Context: an optimization exercise on an open-source flow, tuned for small area, a short achievable clock period and few clock cycles per item. The choices shown serve that exercise and are no tape-out recipe. In this exercise RTL edits were held to simulation tests only and were not proved equivalent to the original. Power is estimated from default activity; no workload was simulated.

juniper:
==> flow/design.v (excerpt) <==
module bitpacker (
    input  wire        clk,
    input  wire        rst,           
    input  wire        cmd_valid,
    output wire        cmd_ready,
    input  wire [79:0] cmd_word,
    input  wire        pay_valid,
    output wire        pay_ready,
    input  wire [7:0]  pay_data,
    output reg         rsp_valid,
    output wire [73:0] rsp_word,
    output reg         dst_we,
    output wire [31:0] dst_addr,
    output wire [7:0]  dst_data
);
Size: ~4800 cells after synthesis, about 320 flip-flops, ~210 I/O pins, about 29000 um2 of cells after synthesis.
Settings: LEC_CHECK=0, ABC_AREA=1, CAP_MARGIN=20, CORE_MARGIN=2, CORE_UTILIZATION=45, SLEW_MARGIN=20; clock period 10.0 ns.
standard.sh (not shown) runs the stock make flow with config.mk's settings and CLKGATE_MAP_FILE= SYNTH_SCRIPT=/design/flow/synth_recipe.tcl, a recipe that flattens the netlist after the stock synthesis.
==> flow/flow/run.sh <==
#!/bin/bash
set -euo pipefail
bash standard.sh SETUP_SLACK_MARGIN=5.5 'BUFFER_PORTS_ARGS=-buffer_cell sky130_fd_sc_hd__buf_1' finish > standard.log 2>&1
juniper reached the end of the flow, and the finished layout is clean on the timing, design-rule and antenna checks.
Testbench counts of juniper, summed over its fixed seeds: cycles 55,951, cmds 24,000.
diff inputs: juniper => violet
- swapping 45 for 40 in CORE_UTILIZATION
==> flow/flow/run.sh <==
#!/bin/bash
set -euo pipefail
bash standard.sh SETUP_SLACK_MARGIN=5.5 finish > standard.log 2>&1
### Flow results
violet ran to completion and came out clean on the timing, design-rule and antenna checks. juniper: flow completed, timing, DRC and antenna clean. violet: clock period minus worst slack lower than juniper. Compared violet against juniper; via count within noise. Re final-layout setup total negative slack: no difference whatsoever between violet and juniper. Re maximum fanout along the worst path: juniper was higher than violet. Looking at met3 wire length, violet sits about 8% lower than juniper does. The faster design of the two is violet; juniper tops out lower. violet ends up with a sequential power that is about 3% higher than in juniper.
For tundra, these inputs were changed with respect to violet:
- CORE_UTILIZATION: 40 -> 58
==> flow/flow/run.sh <==
#!/bin/bash
set -euo pipefail
bash standard.sh SETUP_SLACK_MARGIN=5.5 'BUFFER_PORTS_ARGS=-buffer_cell sky130_fd_sc_hd__buf_1' finish > standard.log 2>&1
[summary]
tundra — synthesis-to-finish area growth 4.0 points lower, violet as reference. Relative to violet, the power per unit of standard cell area measured on tundra has increased by a few percent. Status: storage element area parity (violet, tundra). Compared with violet, tundra shows a higher final setup slack of the worst path. Looking at worst-path cell with the longest stage delay, the fa_2 result is from violet; the ha_1 one comes from tundra.
For harbor, these inputs were changed with respect to tundra:
- swapping 58 for 40 in CORE_UTILIZATION
Going from tundra to harbor, critical path depth rose about 15%; met3 track utilization from global routing went down 6.0 points; internal portion of total power level; number of placed instances with taps included rose by about 5.5%; number of multi-input combinational cells ~0 delta. Re share of the cycle needed by the critical path after routing: tundra was lower than harbor. harbor: all stages complete, timing, DRC and antenna checks passed. Changes observed in harbor relative to tundra: worst hold slack held steady; proportion of cell area occupied by registers shrank by 0.32 points; power after layout held steady; final area grew by 440 um2.


## run A
bitpacker again, from the RTL that the note above started with.
clock: 10.0 ns
lec_check: 0
abc_area: 1
cap_margin: 20
core_margin: 2
core_utilization: 40
slew_margin: 20
==> flow/flow/run.sh <==
#!/bin/bash
set -euo pipefail
bash standard.sh SETUP_SLACK_MARGIN=5 cts > standard_cts.log 2>&1
bash standard.sh SETUP_SLACK_MARGIN=5.5 finish > standard_finish.log 2>&1
Run A completed; timing, DRC and antenna clean
Testbench counts of run A, summed over its fixed seeds: cycles 55,951, cmds 24,000.
### run A -> run B
# run A
export LEC_CHECK = 0
export ABC_AREA = 1
export CAP_MARGIN = 20
export CORE_MARGIN = 2
export CORE_UTILIZATION = 40
export SLEW_MARGIN = 20
create_clock -name core_clock -period 10.0 [get_ports {clk}]
# run B
export LEC_CHECK = 0
export ABC_AREA = 1
export CAP_MARGIN = 20
export CORE_MARGIN = 2
export CORE_UTILIZATION = 50
export SLEW_MARGIN = 20
create_clock -name core_clock -period 10.0 [get_ports {clk}]
==> flow/flow/run.sh <==
#!/bin/bash
set -euo pipefail
bash standard.sh SETUP_SLACK_MARGIN=5.6 'BUFFER_PORTS_ARGS=-buffer_cell sky130_fd_sc_hd__buf_1' finish > standard.log 2>&1
Findings:
Power density over the cells of run B is on par with run A.
A worst setup path endpoint of c_dh[7]$_DFFE_PN_ is what run B shows, while sh[7]$_SDFF_PP0_ belongs to run A.
Comparing detailed-routing iteration count for the pre-antenna-repair pass for run A and run B, the smaller number came from run B.
When run B is measured against run A, its non-clock buffer count turns out about 6% higher.
Here is what was changed in the inputs of run C compared with run B.
==> flow/flow/run.sh <==
#!/bin/bash
set -euo pipefail
bash standard.sh SETUP_SLACK_MARGIN=5.5 'BUFFER_PORTS_ARGS=-buffer_cell sky130_fd_sc_hd__buf_1' finish > standard.log 2>&1
### Flow results
Run C vs run B, type of the worst setup path: in2reg vs reg2reg. Post-detailed-placement half-perimeter wirelength: run B vs run C, no meaningful difference. Re count of buffers not belonging to the clock network in the layout: run C is 34 down on run B. Final instance count without filler cells, run C vs run B: down slightly. ~same standard cell area after detailed placement in run C and run B. Run C has maximum fanout along the worst path below what run B had. Going from run B to run C, the combined global-route utilization of all metal layers was found to have gone down by 0.63 points. There was hardly any difference in share of the clock period used by the worst path after layout between run B and run C. Run C ends up with a worst setup slack that is 0.0061 ns higher than in run B. Run B consumes more power than run C.

[re-timing with driven ports]
How much do the figures lean on ideal ports? The routed layouts below were timed once more, with nothing changed but the port constraints. Step 1: set_driving_cell puts a clkbuf_16 on clk and a buf_2 on each other input, an assumption about the parent block. Step 2 times the ports against the registers' clock, not the clock port: input delays grow and output delays shrink by t, the midpoint of the rising clock arrivals with the driver on. a / b / c = no drivers / after step 1 / after step 2; a / b = the first two.
run | t (ns) | setup WS [ns] | worst setup path after step 2 | clock arrival spread, ns | pins driven straight from the clock port
juniper | 0.638 | 5.388 / 5.388 / 4.802 | input to register | 0.022 / 0.022 | 1
violet | 0.641 | 5.455 / 5.479 / 4.838 | input to register | 0.033 / 0.033 | 1
tundra | 0.647 | 5.490 / 5.494 / 4.888 | input to register | 0.016 / 0.016 | 1
harbor | 0.665 | 5.426 / 5.439 / 4.791 | input to register | 0.029 / 0.029 | 1
run A | 0.648 | 5.490 / 5.503 / 4.889 | input to register | 0.045 / 0.046 | 1
run B | 0.643 | 5.500 / 5.500 / 4.970 | input to register | 0.036 / 0.035 | 1
run C | 0.635 | 5.506 / 5.523 / 4.891 | input to register | 0.029 / 0.029 | 1
After both steps every run listed still meets setup and hold. For harbor, which loses most, drivers alone change the setup slack by +0.013 ns; drivers and shift together by -0.635 ns.
